Source: an optimization exercise on an open RTL-to-GDS flow (aim: a short achievable clock period and few clock cycles per item). Production flows keep margins and buffers that such runs may drop. The RTL was checked by simulation tests, not by an equivalence proof against the original design.

===== design/flow/constraint.sdc =====
create_clock -name core_clock -period 8.0 [get_ports {clk}]
set_input_delay 1.6000 -clock core_clock [delete_from_list [all_inputs] [get_ports {clk}]]
set_output_delay 1.6000 -clock core_clock [all_outputs]
set_load 0.01 [all_outputs]

===== design/flow/design.v =====
module ref8_core (
    input  wire        clk,
    input  wire        rst,           
    input  wire        cmd_valid,
    input  wire        cmd_op,        
    output wire        cmd_ready,
    output reg         mem_req,
    output reg         mem_we,
    output reg  [15:0] mem_addr,
    output reg  [7:0]  mem_wdata,
    input  wire        mem_ready,
    input  wire [7:0]  mem_rdata,
    output reg  [1:0]  phase,
    output reg         halted,
    output reg  [1:0]  halt_cause,
    output reg  [63:0] cycle_count,
    output reg  [15:0] pc,
    output reg  [15:0] sp,
    output wire [7:0]  flags,
    output wire [7:0]  r0,
    output wire [7:0]  r1,
    output wire [7:0]  r2,
    output wire [7:0]  r3
);
    localparam PH_UNINIT  = 2'd0;
    localparam PH_RESET   = 2'd1;
    localparam PH_RUNNING = 2'd2;
    localparam PH_HALTED  = 2'd3;
    localparam HC_NONE    = 2'd0;
    localparam HC_HALT    = 2'd1;
    localparam HC_ILLEGAL = 2'd2;
    localparam CB = 6;                
    localparam NC = 1 << CB;          
    localparam TW = 16 - CB;          
    localparam LA = 24;               
    integer i;
    reg        rdy;                   
    reg        wlast;                 
    reg        pend;                  
    reg [7:0]  regs [0:3];
    reg        fc, fz, fv, fn;
    reg [7:0]  ib0, ib1, ib2;         
    reg        iv0, iv1, iv2;
    reg [NC-1:0] cv;
    reg [TW-1:0] ctag [0:NC-1];
    reg [7:0]    cdat [0:NC-1];
    reg        infl_v;
    reg [15:0] infl_a;
    reg        sv;
    reg [15:0] sa0, sa1;
    reg        wq_v;
    reg [15:0] wq_a;
    reg [7:0]  wq_d;
    reg        dp;
    reg [1:0]  dk;                    
    reg [1:0]  dd;                    
    reg [15:0] da, da1;
    reg        dv0, dv1;
    reg [7:0]  dq0, dq1;
    reg [15:0] fp;
    reg [15:0] pc1, pc2;              
    assign cmd_ready = rdy || (wlast && mem_ready);
    assign flags = {4'b0000, fn, fv, fz, fc};
    assign r0 = regs[0];
    assign r1 = regs[1];
    assign r2 = regs[2];
    assign r3 = regs[3];
    wire run = (phase == PH_RUNNING) || (phase == PH_RESET);
    wire [7:0] ir = ib0;
    wire illegal = (ir >= 8'h12 && ir <= 8'h17) || (ir >= 8'h5C && ir <= 8'h5F);
    reg [1:0] ilen;
    always @(*) begin
        if (ir <= 8'h06)                       ilen = 2'd1;
        else if (ir <= 8'h0F)                  ilen = 2'd2;
        else if (ir <= 8'h11)                  ilen = 2'd3;
        else if (ir <= 8'h17)                  ilen = 2'd1;
        else if (ir <= 8'h1F)                  ilen = 2'd3;
        else if (ir <= 8'h3F)                  ilen = 2'd2;
        else if (ir <= 8'h4F)                  ilen = 2'd1;
        else if (ir <= 8'h53)                  ilen = 2'd2;
        else if (ir <= 8'h5B)                  ilen = 2'd3;
        else                                   ilen = 2'd1;
    end
    wire is_halt  = (ir == 8'h01);
    wire is_ret   = (ir == 8'h02);
    wire is_clc   = (ir == 8'h03);
    wire is_sec   = (ir == 8'h04);
    wire is_pushf = (ir == 8'h05);
    wire is_popf  = (ir == 8'h06);
    wire is_bra   = (ir == 8'h07);
    wire is_bcc   = (ir[7:3] == 5'b00001);
    wire is_jmp   = (ir == 8'h10);
    wire is_call  = (ir == 8'h11);
    wire is_ldx   = (ir[7:2] == 6'b000110);
    wire is_stx   = (ir[7:2] == 6'b000111);
    wire is_alui  = (ir[7:5] == 3'b001);
    wire is_mov   = (ir[7:4] == 4'b0100);
    wire is_ldi   = (ir[7:2] == 6'b010100);
    wire is_ld    = (ir[7:2] == 6'b010101);
    wire is_st    = (ir[7:2] == 6'b010110);
    wire is_unary = (ir[7:5] == 3'b011) && (ir[4:3] != 2'b11);
    wire is_push  = (ir[7:2] == 6'b011110);
    wire is_pop   = (ir[7:2] == 6'b011111);
    wire is_alur  = ir[7];
    wire is_write = is_st || is_stx || is_push || is_pushf || is_call;
    wire is_read  = is_ld || is_ldx || is_pop || is_popf || is_ret;
    wire ir_ok = iv0 && (illegal || ((ilen == 2'd1) || iv1) && ((ilen != 2'd3) || iv2));
    wire [15:0] abs16  = {ib2, ib1};
    wire [15:0] pc_ret = pc + 16'd3;    
    wire [1:0] alu_rd  = is_alur ? ir[3:2] : ir[1:0];
    wire [2:0] alu_op  = is_alur ? ir[6:4] : ir[4:2];
    wire [7:0] alu_a   = regs[alu_rd];
    wire [7:0] alu_b   = is_alur ? regs[ir[1:0]] : ib1;
    reg  [7:0] alu_r;
    reg        alu_c, alu_v, alu_z, alu_n;
    reg        alu_wr;
    reg        alu_wc;
    reg  [8:0] t9;
    always @(*) begin
        t9 = 9'd0;
        alu_r = 8'd0;
        alu_c = fc;
        alu_v = 1'b0;
        alu_wr = 1'b1;
        alu_wc = 1'b1;
        case (alu_op)
            3'd0: t9 = {1'b0, alu_a} + {1'b0, alu_b};
            3'd1: t9 = {1'b0, alu_a} + {1'b0, alu_b} + {8'd0, fc};
            3'd2: t9 = {1'b0, alu_a} - {1'b0, alu_b};
            3'd3: t9 = {1'b0, alu_a} - {1'b0, alu_b} - {8'd0, fc};
            3'd7: t9 = {1'b0, alu_a} - {1'b0, alu_b};
            default: t9 = 9'd0;
        endcase
        case (alu_op)
            3'd0, 3'd1: begin
                alu_r = t9[7:0];
                alu_c = t9[8];
                alu_v = (alu_a[7] == alu_b[7]) && (alu_r[7] != alu_a[7]);
            end
            3'd2, 3'd3, 3'd7: begin
                alu_r = t9[7:0];
                alu_c = t9[8];
                alu_v = (alu_a[7] != alu_b[7]) && (alu_r[7] != alu_a[7]);
                alu_wr = (alu_op != 3'd7);
            end
            3'd4: begin alu_r = alu_a & alu_b; alu_wc = 1'b0; end
            3'd5: begin alu_r = alu_a | alu_b; alu_wc = 1'b0; end
            default: begin alu_r = alu_a ^ alu_b; alu_wc = 1'b0; end
        endcase
        alu_z = (alu_r == 8'd0);
        alu_n = alu_r[7];
    end
    wire [7:0] un_a = regs[ir[1:0]];
    reg  [7:0] un_r;
    reg        un_c, un_v;
    always @(*) begin
        un_r = un_a;
        un_c = fc;
        un_v = 1'b0;
        case (ir[4:2])
            3'd0: begin un_r = un_a + 8'd1; un_v = (un_a == 8'h7F); end
            3'd1: begin un_r = un_a - 8'd1; un_v = (un_a == 8'h80); end
            3'd2: begin un_r = {un_a[6:0], 1'b0}; un_c = un_a[7]; end
            3'd3: begin un_r = {1'b0, un_a[7:1]}; un_c = un_a[0]; end
            3'd4: begin un_r = {un_a[6:0], fc};   un_c = un_a[7]; end
            3'd5: begin un_r = {fc, un_a[7:1]};   un_c = un_a[0]; end
            default: ;
        endcase
    end
    reg cond;
    always @(*) begin
        case (ir[2:1])
            2'd0: cond = fz;
            2'd1: cond = fc;
            2'd2: cond = fn;
            default: cond = fv;
        endcase
        if (ir[0]) cond = ~cond;
    end
    wire [15:0] sx = {{8{ib1[7]}}, ib1};
    wire [15:0] pcp3 = pc + 16'd3;
    wire [15:0] pcp4 = pc + 16'd4;
    wire [15:0] pcp5 = pc + 16'd5;
    wire [15:0] bt0 = pc + 16'd2 + sx;
    wire [15:0] bt1 = pc + 16'd3 + sx;
    wire [15:0] bt2 = pc + 16'd4 + sx;
    wire [15:0] ab1 = abs16 + 16'd1;
    wire [15:0] ab2 = abs16 + 16'd2;
    wire sel_br = is_bra || (is_bcc && cond);
    wire sel_ab = is_jmp || is_call;
    reg [15:0] npc, npc1, npc2;
    always @(*) begin
        if (sel_br) begin
            npc = bt0; npc1 = bt1; npc2 = bt2;
        end else if (sel_ab) begin
            npc = abs16; npc1 = ab1; npc2 = ab2;
        end else if (illegal) begin
            npc = pc; npc1 = pc1; npc2 = pc2;
        end else if (ilen == 2'd1) begin
            npc = pc1; npc1 = pc2; npc2 = pcp3;
        end else if (ilen == 2'd2) begin
            npc = pc2; npc1 = pcp3; npc2 = pcp4;
        end else begin
            npc = pcp3; npc1 = pcp4; npc2 = pcp5;
        end
    end
    wire [15:0] sp_m1 = sp - 16'd1;
    wire [15:0] sp_m2 = sp - 16'd2;
    wire [15:0] sp_p1 = sp + 16'd1;
    wire [15:0] idx_addr = abs16 + {8'd0, regs[3]};
    wire [15:0] rd_a0 = is_ld ? abs16 : is_ldx ? idx_addr : sp;
    localparam NP = 9;
    wire [15:0] pa [0:NP-1];
    wire        ph [0:NP-1];
    wire [7:0]  pd [0:NP-1];
    assign pa[0]  = npc;
    assign pa[1]  = npc1;
    assign pa[2]  = npc2;
    assign pa[3]  = pc;
    assign pa[4]  = pc1;
    assign pa[5]  = pc2;
    assign pa[6]  = rd_a0;
    assign pa[7]  = sp_p1;
    assign pa[8]  = fp;
    genvar g;
    generate
        for (g = 0; g < NP; g = g + 1) begin : rp
            wire [CB-1:0] ix = pa[g][CB-1:0];
            assign ph[g] = cv[ix] && (ctag[ix] == pa[g][15:CB]);
            assign pd[g] = cdat[ix];
        end
    endgenerate
    wire cur_rd = mem_req && !mem_we;
    wire fill_ok = infl_v && !(sv && (infl_a == sa0 || infl_a == sa1));
    wire acc_step  = cmd_ready && cmd_valid && !cmd_op;
    wire acc_reset = cmd_ready && cmd_valid && cmd_op;
    wire go   = (acc_step && run) || pend;
    wire fire = go && ir_ok;
    wire rd_hit = ph[6] && (!is_ret || ph[7]);
    reg [15:0] w0a;
    reg [7:0]  w0d;
    always @(*) begin
        w0a = sp_m1;
        w0d = regs[ir[1:0]];
        if (is_st)         w0a = abs16;
        else if (is_stx)   w0a = idx_addr;
        if (is_pushf)      w0d = flags;
        else if (is_call)  w0d = pc_ret[15:8];
    end
    wire dm0 = fill_ok && (infl_a == da);
    wire dm1 = fill_ok && (infl_a == da1);
    wire [7:0] dbyte0 = dv0 ? dq0 : mem_rdata;
    wire [7:0] dbyte1 = dv1 ? dq1 : mem_rdata;
    wire d_done = dp && (dv0 || dm0) && (dv1 || dm1);
    wire d_need0 = dp && !dv0 && !((infl_v && infl_a == (da)) || (cur_rd && mem_addr == (da)));
    wire d_need1 = dp && !dv1 && !((infl_v && infl_a == (da1)) || (cur_rd && mem_addr == (da1)));
    wire dm_req  = d_need0 || d_need1;
    wire [15:0] dm_addr = d_need0 ? da : da1;
    wire byp0 = fill_ok && (infl_a == pa[3]);
    wire byp1 = fill_ok && (infl_a == pa[4]);
    wire byp2 = fill_ok && (infl_a == pa[5]);
    wire need1 = iv0 && !illegal && (ilen != 2'd1);
    wire need2 = iv0 && !illegal && (ilen == 2'd3);
    wire im0 = !iv0 && !ph[3] && !((infl_v && infl_a == (pa[3])) || (cur_rd && mem_addr == (pa[3])));
    wire im1 = need1 && !iv1 && !ph[4] && !((infl_v && infl_a == (pa[4])) || (cur_rd && mem_addr == (pa[4])));
    wire im2 = need2 && !iv2 && !ph[5] && !((infl_v && infl_a == (pa[5])) || (cur_rd && mem_addr == (pa[5])));
    wire ir_dem = !(dk == 2'd2 && dp) && (im0 || im1 || im2);
    wire [15:0] ir_dem_addr = im0 ? pa[3] : im1 ? pa[4] : pa[5];
    wire [15:0] ahead = fp - pc;
    wire pf_win = (ahead < LA);
    wire pf_req = pf_win && !ph[8] && !((infl_v && infl_a == (fp)) || (cur_rd && mem_addr == (fp)));
    wire bus_busy = (fire && (is_read || is_write)) || (mem_req && !mem_ready) ||
                    (mem_req && mem_we && wq_v) || dm_req || ir_dem;
    wire pf_go = pf_req && !bus_busy;
    always @(posedge clk) begin
        if (rst) begin
            rdy <= 1'b1;
            wlast <= 1'b0;
            pend <= 1'b0;
            phase <= PH_UNINIT;
            halted <= 1'b0;
            halt_cause <= HC_NONE;
            cycle_count <= 64'd0;
            pc <= 16'd0;
            pc1 <= 16'd1;
            pc2 <= 16'd2;
            sp <= 16'd0;
            {fn, fv, fz, fc} <= 4'd0;
            for (i = 0; i < 4; i = i + 1) regs[i] <= 8'd0;
            mem_req <= 1'b0;
            mem_we <= 1'b0;
            mem_addr <= 16'd0;
            mem_wdata <= 8'd0;
            iv0 <= 1'b0; iv1 <= 1'b0; iv2 <= 1'b0;
            cv <= {NC{1'b0}};
            infl_v <= 1'b0;
            sv <= 1'b0;
            wq_v <= 1'b0;
            dp <= 1'b0;
            fp <= 16'd0;
        end else begin
            infl_v <= mem_req && mem_ready && !mem_we;
            infl_a <= mem_addr;
            sv <= 1'b0;
            if (fire && is_read) begin
                mem_req <= 1'b1;
                mem_we <= 1'b0;
                mem_addr <= rd_a0;
            end else if (fire && is_write) begin
                mem_req <= 1'b1;
                mem_we <= 1'b1;
                mem_addr <= w0a;
                mem_wdata <= w0d;
                wq_v <= is_call;
                wq_a <= sp_m2;
                wq_d <= pc_ret[7:0];
                sv <= 1'b1;
                sa0 <= w0a;
                sa1 <= is_call ? sp_m2 : w0a;
            end else if (mem_req && mem_we && !mem_ready) begin
            end else if (mem_req && mem_we && wq_v) begin
                mem_addr <= wq_a;
                mem_wdata <= wq_d;
                wq_v <= 1'b0;
            end else if (dm_req) begin
                mem_req <= 1'b1;
                mem_we <= 1'b0;
                mem_addr <= dm_addr;
            end else if (ir_dem) begin
                mem_req <= 1'b1;
                mem_we <= 1'b0;
                mem_addr <= ir_dem_addr;
            end else if (mem_req && !mem_we && !mem_ready) begin
            end else if (pf_go) begin
                mem_req <= 1'b1;
                mem_we <= 1'b0;
                mem_addr <= fp;
            end else begin
                mem_req <= 1'b0;
                mem_we <= 1'b0;
            end
            if (!pf_win)
                fp <= pc;
            else if (!pf_req || pf_go)
                fp <= fp + 16'd1;
            if (mem_req && mem_we && mem_ready && !wq_v) begin
                rdy <= 1'b1;
                wlast <= 1'b0;
            end
            if (mem_req && mem_we && mem_ready && wq_v)
                wlast <= 1'b1;
            if (fill_ok) begin
                cv[infl_a[CB-1:0]] <= 1'b1;
                ctag[infl_a[CB-1:0]] <= infl_a[15:CB];
                cdat[infl_a[CB-1:0]] <= mem_rdata;
            end
            if (dp) begin
                if (dm0) begin dv0 <= 1'b1; dq0 <= mem_rdata; end
                if (dm1) begin dv1 <= 1'b1; dq1 <= mem_rdata; end
                if (d_done) begin
                    dp <= 1'b0;
                    rdy <= 1'b1;
                    case (dk)
                        2'd0: regs[dd] <= dbyte0;
                        2'd1: {fn, fv, fz, fc} <= dbyte0[3:0];
                        default: begin
                            pc <= {dbyte1, dbyte0};
                            pc1 <= {dbyte1, dbyte0} + 16'd1;
                            pc2 <= {dbyte1, dbyte0} + 16'd2;
                        end
                    endcase
                end
            end
            if (!fire) begin
                if (!iv0) begin iv0 <= ph[3] || byp0; ib0 <= ph[3] ? pd[3] : mem_rdata; end
                if (!iv1) begin iv1 <= ph[4] || byp1; ib1 <= ph[4] ? pd[4] : mem_rdata; end
                if (!iv2) begin iv2 <= ph[5] || byp2; ib2 <= ph[5] ? pd[5] : mem_rdata; end
                if (d_done && dk == 2'd2) begin
                    iv0 <= 1'b0; iv1 <= 1'b0; iv2 <= 1'b0;
                end
            end
            if (acc_reset) begin
                phase <= PH_RESET;
                halted <= 1'b0;
                halt_cause <= HC_NONE;
                cycle_count <= 64'd0;
                pc <= 16'd0;
                pc1 <= 16'd1;
                pc2 <= 16'd2;
                sp <= 16'd0;
                {fn, fv, fz, fc} <= 4'd0;
                for (i = 0; i < 4; i = i + 1) regs[i] <= 8'd0;
                iv0 <= 1'b0; iv1 <= 1'b0; iv2 <= 1'b0;
            end else if (go && !ir_ok) begin
                pend <= 1'b1;
                rdy <= 1'b0;
            end else if (fire) begin
                pend <= 1'b0;
                rdy <= 1'b1;
                cycle_count <= cycle_count + 64'd1;
                phase <= PH_RUNNING;
                pc <= npc;
                pc1 <= npc1;
                pc2 <= npc2;
                ib0 <= pd[0]; ib1 <= pd[1]; ib2 <= pd[2];
                iv0 <= ph[0]; iv1 <= ph[1]; iv2 <= ph[2];
                if (illegal) begin
                    halted <= 1'b1;
                    halt_cause <= HC_ILLEGAL;
                    phase <= PH_HALTED;
                end else if (is_halt) begin
                    halted <= 1'b1;
                    halt_cause <= HC_HALT;
                    phase <= PH_HALTED;
                end else if (is_clc) begin
                    fc <= 1'b0;
                end else if (is_sec) begin
                    fc <= 1'b1;
                end else if (is_alui || is_alur) begin
                    if (alu_wr) regs[alu_rd] <= alu_r;
                    if (alu_wc) fc <= alu_c;
                    fv <= alu_v;
                    fz <= alu_z;
                    fn <= alu_n;
                end else if (is_mov) begin
                    regs[ir[3:2]] <= regs[ir[1:0]];
                end else if (is_ldi) begin
                    regs[ir[1:0]] <= ib1;
                end else if (is_unary) begin
                    regs[ir[1:0]] <= un_r;
                    fc <= un_c;
                    fv <= un_v;
                    fz <= (un_r == 8'd0);
                    fn <= un_r[7];
                end else if (is_read) begin
                    if (is_pop || is_popf) sp <= sp_p1;
                    if (is_ret) begin
                        sp <= sp + 16'd2;
                        iv0 <= 1'b0; iv1 <= 1'b0; iv2 <= 1'b0;
                    end
                    dk <= is_ret ? 2'd2 : is_popf ? 2'd1 : 2'd0;
                    dd <= ir[1:0];
                    da <= rd_a0;
                    da1 <= sp_p1;
                    dv0 <= ph[6];
                    dq0 <= pd[6];
                    dv1 <= !is_ret || ph[7];
                    dq1 <= pd[7];
                    if (rd_hit) begin
                        if (is_popf)     {fn, fv, fz, fc} <= pd[6][3:0];
                        else if (is_ret) begin
                            pc <= {pd[7], pd[6]};
                            pc1 <= {pd[7], pd[6]} + 16'd1;
                            pc2 <= {pd[7], pd[6]} + 16'd2;
                        end
                        else             regs[ir[1:0]] <= pd[6];
                    end else begin
                        dp <= 1'b1;
                        rdy <= 1'b0;
                    end
                end else if (is_write) begin
                    rdy <= 1'b0;
                    wlast <= !is_call;
                    iv0 <= ph[0] && (pa[0] != w0a) && !(is_call && pa[0] == sp_m2);
                    iv1 <= ph[1] && (pa[1] != w0a) && !(is_call && pa[1] == sp_m2);
                    iv2 <= ph[2] && (pa[2] != w0a) && !(is_call && pa[2] == sp_m2);
                    if (is_push || is_pushf) sp <= sp_m1;
                    if (is_call) sp <= sp_m2;
                    cv[w0a[CB-1:0]] <= 1'b1;
                    ctag[w0a[CB-1:0]] <= w0a[15:CB];
                    cdat[w0a[CB-1:0]] <= w0d;
                    if (is_call) begin
                        cv[sp_m2[CB-1:0]] <= 1'b1;
                        ctag[sp_m2[CB-1:0]] <= sp_m2[15:CB];
                        cdat[sp_m2[CB-1:0]] <= pc_ret[7:0];
                    end
                end
            end
        end
    end
endmodule

===== design/flow/config.mk =====
export PLATFORM = sky130hd
export DESIGN_NAME = ref8_core
export DESIGN_NICKNAME = ref8_core
export VERILOG_FILES = /design/flow/design.v
export SDC_FILE = /design/flow/constraint.sdc
export NUM_CORES = 4
export LEC_CHECK = 0
export ABC_CLOCK_PERIOD_IN_PS = 3000
export CAP_MARGIN = 20
export CORE_MARGIN = 2
export CORE_UTILIZATION = 40
export PLACE_DENSITY = 0.6
export SETUP_SLACK_MARGIN = 5
export SLEW_MARGIN = 20

===== design/flow/run.sh =====
#!/bin/bash
# synth_recipe.tcl (not shown) runs the flow's synth.tcl, then flattens the netlist and writes it again
# the make line also repeats each setting of config.mk as NAME=value (left out here)
make -C /OpenROAD-flow-scripts/flow DESIGN_CONFIG=/design/flow/config.mk WORK_HOME=/design/flow/orfs CLKGATE_MAP_FILE= SYNTH_SCRIPT=/design/flow/synth_recipe.tcl finish

==> results.txt <==
[power by group through the flow]
stage	combinational (W)	clock [W]	sequential (W)
3_3_place_gp	0.00875	0	0.00968
2_1_floorplan	0.00527	0	0.00946
3_5_place_dp	0.00885	0	0.00968
4_1_cts	0.00923	0.00967	0.00950
[cell families after synthesis]
family	synth area share, %
adder cells (fa/ha/maj)	1.04
XOR/XNOR	3.32
multiplexers	25.2
buffers and inverters	6.17
AO/OA/AOI/OAI	18.4
AND/OR/NAND/NOR	22.0
flip-flops	23.8
other	0.00197
[metal layers]
| layer | GRT overflow | GRT usage, % |
|---|---|---|
| met5 | 4 | 29.0 |
| met4 | 0 | 65.0 |
| met3 | 0 | 53.6 |
| met2 | 0 | 85.3 |
| met1 | 5 | 72.8 |
[what timing repair did]
action / CTS
pin swaps: 104
resized for setup: 478
setup endpoints to repair: 2983
setup buffers: 265
cloned: 47
[how the worst max path moves through the flow]
| stage | start | end | slack, ns | cells after the start |
|---|---|---|---|---|
| after floorplan | ib0[7] | regs[0][7] | 3.05 | 19 |
| after global placement | ib0[7] | iv0 | -0.73 | 18 |
| after detailed placement | ib0[5] | regs[2][7] | -0.05 | 21 |
| after CTS | pc[5] | iv2 | 1.77 | 17 |
[cell usage after synthesis, types with 88 or more instances]
cell type | count | area [µm²]
sky130_fd_sc_hd__a21oi_1 | 2389 | 12000
sky130_fd_sc_hd__dfxtp_1 | 261 | 5230
sky130_fd_sc_hd__xnor2_1 | 455 | 3990
sky130_fd_sc_hd__inv_1 | 182 | 683
sky130_fd_sc_hd__a31oi_1 | 257 | 1610
sky130_fd_sc_hd__o211ai_1 | 142 | 1070
sky130_fd_sc_hd__o21ai_0 | 862 | 4310
sky130_fd_sc_hd__nand4_1 | 149 | 932
sky130_fd_sc_hd__o221ai_1 | 101 | 885
sky130_fd_sc_hd__xor2_1 | 263 | 2300
sky130_fd_sc_hd__mux2_2 | 115 | 1290
sky130_fd_sc_hd__nand2_1 | 4599 | 17300
sky130_fd_sc_hd__clkbuf_1 | 1728 | 6490
sky130_fd_sc_hd__a311oi_1 | 353 | 3090
sky130_fd_sc_hd__o22ai_1 | 275 | 1720
sky130_fd_sc_hd__a22oi_1 | 121 | 908
sky130_fd_sc_hd__a211oi_1 | 267 | 2000
sky130_fd_sc_hd__edfxtp_1 | 1334 | 40100
sky130_fd_sc_hd__nor2_1 | 2436 | 9140
sky130_fd_sc_hd__mux4_2 | 1715 | 38600
sky130_fd_sc_hd__buf_2 | 367 | 1840
sky130_fd_sc_hd__nand3_1 | 1359 | 6800
sky130_fd_sc_hd__buf_1 | 396 | 1490
sky130_fd_sc_hd__ha_1 | 146 | 1830
sky130_fd_sc_hd__mux2i_1 | 796 | 7970
sky130_fd_sc_hd__a221oi_1 | 119 | 1040
sky130_fd_sc_hd__buf_4 | 88 | 661
sky130_fd_sc_hd__nor4_1 | 114 | 713
sky130_fd_sc_hd__and3_1 | 470 | 2940
sky130_fd_sc_hd__nor3_1 | 340 | 1700
[through the flow]
| stage | instance area (µm²) | setup slack, ns | util (%) | TNS, ns |
|---|---|---|---|---|
| floorplan | 198000 | 3.05 | - | 0 |
| global placement | 209000 | -0.734 | 44.1 | -8.56 |
| detailed placement | 209000 | -0.0489 | 44.1 | -0.798 |
| CTS | 222000 | 1.77 | 46.8 | 0 |
==> metrics.md <==
| Metric | Value |
|---|---|
| Error message | [ERROR GRT-0232] Routing congestion too high. Check the congestion heatmap in the GUI. |
| Run status | aborted with a tool error |
| Synth Warn # | 1 |
| Clock Root Buffer | sky130_fd_sc_hd__clkbuf_16 |
| Fraction of the yosys area taken by sequential cells | approximately a quarter |
| Main synth FF type | sky130_fd_sc_hd__edfxtp_1 |
| Hold buffer count at cts | 0 |
| # rows | approximately 250 |
| Initial cell density of the core | ~40% |
| Number of cells in the design after placement | between 20000 and 30000 |
| Deepest level of the CTS H-tree | 4 |
| FFs w/ async S/R, synth | 0% |
| Netlist cell types | 115 |
| Clk sink count | around 1600 |
| Die Ht | a little under 700 µm |
| Global placement routability congestion | about 1.2 |
| Buffer levels on the longest clock path | 4 |
| Synthesized area per cell | 8.14 µm² |
| Number of buffers inserted during clock tree synthesis | 207 |
| Width of the die | around 690 µm |
| I/O pin total | 181 |
| HPWL after DPL | roughly 1200000 µm |
| #FFs+latches synth | 1595 |
| Total global routing overflow | 9 |
| Number of port buffers | 176 |
| Last step reached | global routing |
| Cell Area, Synth | approximately 190000 µm² |
| Post-synth EDFFs | 1334 |
| Maximum number of pins on one net before global-route repair | 141 |
| Number of instances in the synthesized netlist | approximately 23000 |
| Tot GR Track Use | a little over two thirds |
Testbench counts, summed over its fixed seeds: cycles 118,430, steps 96,000.
